This is an optimization exercise on Yosys and OpenROAD, whose aim is small area, not a production implementation.
Function was checked by simulation only, so behaviour that the tests miss may differ from the original.
No activity file was given, so power comes from the tool's default toggle rates.

==> flow/design.v <==
module dhtdec (
    input  wire        clk,
    input  wire        rst,         
    input  wire        variant,     
    input  wire        pin_i,       
    output wire        pin_o,
    output wire        pin_oe,
    output wire        pin_pu,
    input  wire        cmd_valid,
    input  wire [3:0]  cmd_op,
    output wire [1:0]  cmd_ack,
    output wire        rsp_valid,
    output wire [63:0] rsp_data,
    output wire        done_valid,
    output wire [2:0]  done_code,
    output wire        busy
);
    localparam integer MIN_PERIOD = 3000000;
    reg [3:0]  phase;
    reg [14:0] tmr;
    reg [5:0]  bitidx;
    reg [39:0] bits;
    reg [2:0]  last_result;
    reg [39:0] last_frame;
    reg [21:0] last_ok_time;
    reg        last_ok_valid;
    reg [21:0] now;
    wire idle   = (phase == 4'd0);
    wire ph1    = (phase == 4'd1);
    wire ph2    = (phase == 4'd2);
    wire ph3    = (phase == 4'd3);
    wire ph4    = (phase == 4'd4);
    wire ph5    = (phase == 4'd5);
    wire ph6    = (phase == 4'd6);
    wire ph7    = (phase == 4'd7);
    wire ph8    = (phase == 4'd8);
    wire ph9    = (phase == 4'd9);
    wire ph10   = (phase == 4'd10);
    function automatic hitk(input [14:0] t, input [14:0] k);
        hitk = ((t & k) == k);
    endfunction
    wire hit_low  = variant ? hitk(tmr, 15'd1999) : hitk(tmr, 15'd17999);
    wire is_wait  = ph4 | ph5 | ph6 | ph7 | ph9;
    wire wait_lvl = ph4 | ph6 | ph9;
    wire exit_w   = is_wait & (pin_i != wait_lvl);
    wire hit      = ph1 |
                    (ph2 & hit_low) |
                    (ph3 & hitk(tmr, 15'd29)) |
                    (ph4 & hitk(tmr, 15'd40)) |
                    ((ph5 | ph6) & hitk(tmr, 15'd100)) |
                    (ph7 & hitk(tmr, 15'd75)) |
                    (ph8 & hitk(tmr, 15'd39)) |
                    (ph9 & hitk(tmr, 15'd50));
    wire timed    = ph1 | ph2 | ph3 | ph8;
    wire adv_t    = timed & hit;
    wire fail     = is_wait & !exit_w & hit;
    wire last_bit = hitk({9'd0, bitidx}, 15'd39);
    wire [7:0] sum     = bits[39:32] + bits[31:24] + bits[23:16] + bits[15:8];
    wire       csum_ok = (sum == bits[7:0]);
    wire [21:0] elapsed      = now - last_ok_time;
    wire        rate_limited = last_ok_valid && (elapsed < MIN_PERIOD);
    wire        cv           = cmd_valid & !rst;
    wire        read_cmd     = cmd_valid & (cmd_op == 4'd1);
    wire        start        = read_cmd & idle & !rate_limited;
    wire        cmd_done     = cv & (cmd_op == 4'd1) & idle & rate_limited;
    wire        seq_done = fail | ph10;
    wire        commit   = ph10 & csum_ok;
    wire [2:0]  seq_code = ph10 ? (csum_ok ? 3'd0 : 3'd5) :
                           ph4 ? 3'd1 : ph5 ? 3'd2 : ph6 ? 3'd3 : 3'd4;
    reg [3:0] phase_n;
    always @(*) begin
        phase_n = phase;
        if (idle) begin
            if (start) phase_n = 4'd1;
        end else if (seq_done) begin
            phase_n = 4'd0;
        end else if (adv_t) begin
            phase_n = phase + 4'd1;
        end else if (exit_w) begin
            if (ph9) phase_n = last_bit ? 4'd10 : 4'd7;
            else     phase_n = phase + 4'd1;
        end
    end
    wire shift = ph8 & hit;
    always @(posedge clk) begin
        if (idle | adv_t | exit_w) tmr <= 15'd0;
        else                       tmr <= tmr + 15'd1;
        if (shift) bits <= {bits[38:0], pin_i};
        if (commit) begin
            last_frame   <= bits;
            last_ok_time <= now;
        end
        if (rst) begin
            phase         <= 4'd0;
            bitidx        <= 6'd0;
            last_result   <= 3'd0;
            last_ok_valid <= 1'b0;
            now           <= 22'd0;
        end else begin
            now   <= now + 22'd1;
            phase <= phase_n;
            if (seq_done)
                bitidx <= 6'd0;
            else if (ph9 & exit_w & !last_bit)
                bitidx <= bitidx + 6'd1;
            if (seq_done)
                last_result <= seq_code;
            if (commit)
                last_ok_valid <= 1'b1;
        end
    end
    wire [7:0]  f0 = last_frame[39:32];
    wire [7:0]  f1 = last_frame[31:24];
    wire [7:0]  f2 = last_frame[23:16];
    wire [7:0]  f3 = last_frame[15:8];
    wire [14:0] mag22    = {f2[6:0], f3};
    wire [15:0] hum_dec  = variant ? {f0, f1} : (f0 * 16'd10);
    wire [15:0] temp_dec = variant ? (f2[7] ? (16'd0 - {1'b0, mag22}) : {1'b0, mag22}) : (f2 * 16'd10);
    wire ok      = cv & !cmd_op[3];
    wire s_res   = ok & (cmd_op[2:0] == 3'd2);
    wire s_hum   = ok & (cmd_op[2:0] == 3'd3) & last_ok_valid;
    wire s_temp  = ok & (cmd_op[2:0] == 3'd4) & last_ok_valid;
    wire s_frame = ok & (cmd_op[2:0] == 3'd5) & last_ok_valid;
    wire s_time  = ok & (cmd_op[2:0] == 3'd6) & last_ok_valid;
    wire s_stat  = ok & (cmd_op[2:0] == 3'd7);
    wire [12:0] status_image = {bitidx, phase, variant, last_ok_valid, !idle};
    assign rsp_valid = ok & (cmd_op[2:1] != 2'b00);
    assign rsp_data  = ({64{s_res}}   & {61'd0, last_result}) |
                       ({64{s_hum}}   & {48'd0, hum_dec}) |
                       ({64{s_temp}}  & {{48{temp_dec[15]}}, temp_dec}) |
                       ({64{s_frame}} & {24'd0, last_frame}) |
                       ({64{s_time}}  & {42'd0, last_ok_time}) |
                       ({64{s_stat}}  & {51'd0, status_image});
    assign cmd_ack = !cv ? 2'd0 :
                     cmd_op[3] ? 2'd3 :
                     ((cmd_op[2:0] == 3'd1) & !idle) ? 2'd2 : 2'd1;
    assign done_valid = !rst & (seq_done | cmd_done);
    assign done_code  = rst ? 3'd0 : seq_done ? seq_code : cmd_done ? last_result : 3'd0;
    assign pin_oe = ph1 | ph2 | ph3;
    assign pin_o  = !ph2;
    assign pin_pu = 1'b1;
    assign busy   = !idle;
endmodule
==> flow/run.sh <==
#!/bin/bash
# synth_recipe.tcl (not shown) runs the flow's synth.tcl, then flattens the netlist and writes it again
# the make line also repeats each setting of config.mk as NAME=value (left out here)
make -C /OpenROAD-flow-scripts/flow DESIGN_CONFIG=/design/flow/config.mk WORK_HOME=/design/flow/orfs CLKGATE_MAP_FILE= SYNTH_SCRIPT=/design/flow/synth_recipe.tcl finish
==> flow/config.mk <==
export PLATFORM = sky130hd
export DESIGN_NAME = dhtdec
export DESIGN_NICKNAME = dhtdec
export VERILOG_FILES = /design/flow/design.v
export SDC_FILE = /design/flow/constraint.sdc
export NUM_CORES = 4
export LEC_CHECK = 0
export CAP_MARGIN = 20
export CORE_MARGIN = 2
export CORE_UTILIZATION = 40
export PLACE_DENSITY = 0.6
export SLEW_MARGIN = 20
==> flow/constraint.sdc <==
create_clock -name core_clock -period 10.0 [get_ports {clk}]
set_input_delay 2.0000 -clock core_clock [delete_from_list [all_inputs] [get_ports {clk}]]
set_output_delay 2.0000 -clock core_clock [all_outputs]
set_load 0.01 [all_outputs]
==> flow_metrics.py <==
metrics = {
    "synthesis": {
        "ys_seq_area_frac": 0.435,
        "ys_ff_latch": 153,
        "synth_cell_type_count": 77,
        "synth-main-ff-cell": "edfxtp_1",
        "synth_edf_count": 102,
        "syn_inst": 914,
        "yosysWarnings": 1,
        "syn_nets": 998,
        "synth_area_per_cell_sq_um": 10.3,
        "syn-cell-area_sq_mm": 0.00939,
        "async_reset_ff_frac": 0,
    },
    "floorplan": {
        "rows": 56,
        "start_util": 0.404,
        "die_h_microns": 157,
        "io_pins": 84,
        "coreArea_sq_mm": 0.0233,
        "die_area_sq_mm": 0.0247,
        "die_x_microns": 157,
    },
    "clocking": {
        "cts_max_level": 4,
        "clockBufferDepth": 2,
        "clkSlewWorstSetupHoldPaths_ns": 0.06,
        "cts.repair.resized": 0,
        "cts_buffers": 17,
        "clk_latency_ns": 0.43,
        "postCtsHoldBufs": 0,
        "cts_sinks": 153,
        "root_buffer": "clkbuf_16",
        "cts_tree": "yes",
        "postCtsSetupBuffers": 0,
    },
    "worst_setup_path": {
        "crit_path_start_kind": "input port",
        "max_stage_delay_ns": 0.54,
        "critPathArrivalTime_ns": 5.12,
        "crit_fanout": 37,
        "path_class": "in -> out",
        "critPathSlowestCell": "clkdlybuf4s50_1",
        "path_common_cell": "buf_4",
        "crit_chain": "clkdlybuf4s50_1, buf_4, inv_2, nand3_1, nor4_2, buf_4, nand3_1, a21oi_4, buf_4, a21o_1, clkdlybuf4s50_1",
        "critPathRequiredTime_ns": 8.00,
        "worstSetupEndpointType": "output port",
    },
    "grt": {
        "grt_pass1_wl_microns": 36500,
        "grt_pass1_vias": 6616,
        "grt_max_degree": 64,
        "antenna_found_initial": 0,
        "track_usage": 0.193,
        "grt_overflow": 0,
    },
    "sta": {
        "rsz0062_at_grt": "false",
        "fin_skew_ns": 0.00682,
        "finalCritPeriodShare": 0.712,
        "relSlewSlack": 0.428,
        "finalSetupTns_ns": 0,
        "finalHoldViolCount": 0,
        "fmax_mhz": 140,
        "drv_slew": 0,
        "fin_crit_ns": 7.12,
        "setup_viol": 0,
        "worst_pin_slew_ns": 0.858,
    },
    "worst_hold_path": {
        "hold_path.class": "reg -> reg",
    },
    "place": {
        "dp_cells": 1263,
        "hpwl_microns": 17300,
        "place.gp.congestion": 0.847,
        "port_buffers": 82,
        "dpl_cell_area_sq_mm": 0.0104,
    },
    "power": {
        "p_seq_frac": 0.499,
        "swShare": 0.245,
        "p_per_area_mw_per_mm2": 124,
        "clockPowerShare": 0.438,
        "power_w": 0.00136,
        "vdd_drop_max_v": 0.000105,
        "p_switching_w": 0.000333,
        "comb_power_share": 0.063,
        "internal_power_w": 0.00102,
        "p_leak_nw": 4.17,
    },
    "route": {
        "drcViolationCount": 0,
        "drt-total-wl_microns": 23000,
        "wire_per_inst_microns": 17.7,
        "dr.pass1.iters": 6,
        "drt-initial-drc-count": 556,
        "vias": 6922,
        "avgViaCountPerCell": 5.35,
        "ant_nets": 0,
    },
    "job": {
        "maxCapViolations": 0,
    },
    "cells_and_area": {
        "drive_above_1_share": 0.0718,
        "area_growth_pct": 16.2,
        "final_cells": 1294,
        "nets": 1047,
        "num_antenna_cells": 0,
        "final_area_sq_mm": 0.0109,
    },
    "status": {
        "status": "no timing/DRC/antenna violations",
    },
}
==> worst max-delay path: cells and delay by family <==
kind | cells | cell delay (ns)
buf+inv | 6 | 2.02
simple gates | 3 | 0.54
compound gates | 2 | 0.52
==> final timing paths <==
path         slack (ns)  cells after the start             end    start
max                2.88                     11    rsp_data[26]      rst
min                0.47                      1          tmr[0]   tmr[0]
min reg2reg        0.47                      1          tmr[0]   tmr[0]
max reg2reg        5.37                     13  last_frame[16]  bits[9]
==> power by group through the flow <==
stage | clock [W] | combinational (W) | sequential [W]
after floorplan | 0 | 0.0000580 | 0.000688
after global placement | 0 | 0.0000848 | 0.000691
after detailed placement | 0 | 0.0000850 | 0.000691
after CTS | 0.000603 | 0.0000856 | 0.000677
after global routing | 0.000628 | 0.0000956 | 0.000678
final | 0.000594 | 0.0000859 | 0.000678
==> Yosys cell counts (all sizes together) (4+ instances only) <==
cell type | count | area [sq um]
edfxtp | 102 | 3060
nor2 | 79 | 297
ha | 59 | 738
inv | 59 | 221
nand2 | 55 | 206
xor2 | 54 | 473
a21oi | 52 | 272
dfxtp | 51 | 1020
buf | 41 | 278
xnor2 | 38 | 333
o21ai | 36 | 184
nand3 | 32 | 160
a21o | 31 | 233
clkbuf | 20 | 75.1
nor3 | 17 | 100
fa | 16 | 320
nand4 | 16 | 115
o211ai | 14 | 110
a221o | 9 | 90.1
a222oi | 9 | 90.1
mux2i | 8 | 80.1
o21bai | 8 | 60.1
and3 | 7 | 43.8
or3 | 7 | 43.8
a211oi | 6 | 45.0
a22oi | 5 | 37.5
a31oi | 5 | 31.3
nand2b | 5 | 41.3
nor2b | 5 | 31.3
nor4 | 5 | 37.5
o21a | 5 | 37.5
a21boi | 4 | 30.0
a221oi | 4 | 41.3
o22ai | 4 | 25.0
o31ai | 4 | 30.0
==> routing by layer <==
metal,track usage,up-vias,share of wire
met5,0,-,0
met4,0.0892,0,0.035
met3,0.0248,46,0.042
met2,0.313,177,0.47
met1,0.256,3300,0.45
li1,-,3399,-
==> cell usage in the layout (no fill, tap or decap), drive strengths merged, types with 17 or more instances in the layout <==
cell	instances
o21ai	36
clkbuf	17
xor2	54
nand2	55
dfxtp	51
edfxtp	102
xnor2	38
ha	59
nand3	32
inv	64
nor2	79
a21oi	52
a21o	31
clkdlybuf4s50	81
nor3	17
==> area by class of cell <==
| cell class | count | area [sq um] |
|---|---|---|
| fill | 2211 | 12400 |
| sequential | 153 | 4080 |
| timing repair buffer | 91 | 883 |
| tap | 319 | 399 |
| clock buffer | 17 | 425 |
| clock inverter | 14 | 119 |
| multi-input combinational | 641 | 4780 |
| inverter | 59 | 221 |
==> flip-flops by register name (all words and copies together) (netlist names) <==
name and flops:
bitidx 6, bits 40, last_frame 40, last_ok_time 22, last_ok_valid 1, last_result 3
now 22, phase 4, tmr 15
==> logic make-up (layout without fill, tap and decap cells) <==
group / Yosys count / count (layout) / share of synthesized area
AO/OA/AOI/OAI: 221 / 221 / 0.168
XOR/XNOR: 92 / 92 / 0.0858
adder cells (fa/ha/maj): 75 / 75 / 0.113
buffers and inverters: 120 / 181 / 0.0611
flip-flops: 153 / 153 / 0.435
multiplexers: 10 / 10 / 0.0109
other: 1 / 1 / 0.000399
AND/OR/NAND/NOR: 242 / 242 / 0.126
==> through the flow <==
stage / util / worst slack, ns / hold slack [ns]
6_report: 0.469 / 2.88 / 0.469
5_1_grt: 0.469 / 2.65 / 0.506
4_1_cts: 0.469 / 2.80 / 0.470
3_5_place_dp: 0.445 / 2.80 / 0.455
3_3_place_gp: 0.445 / 2.83 / 0.444
2_1_floorplan: - / 1.04 / 0.430

==> re-timing with driven ports <==
In the flow no input, the clock included, has a driving cell. The finished layout below was timed again as built, in two steps. Step 1: set_driving_cell puts a clkbuf_16 on clk and a buf_2 on each other input, an assumption about the parent block. Step 2 adds t to the input delays and takes it off the output delays; t is the mean of the earliest and latest rising clock arrival at the registers after step 1. Input paths then give back, and output paths get back, about the clock's delay inside the block. Three values: ideal ports, drivers, drivers and shift; two values: the first two.
t (ns): 0.475
setup slack, ns: 2.882 / 2.862 / 2.862
worst setup path at the end: input to output
After both steps setup and hold are still met in this run. The setup slack of this run moves by -0.020 ns with the drivers and by -0.020 ns with both steps.
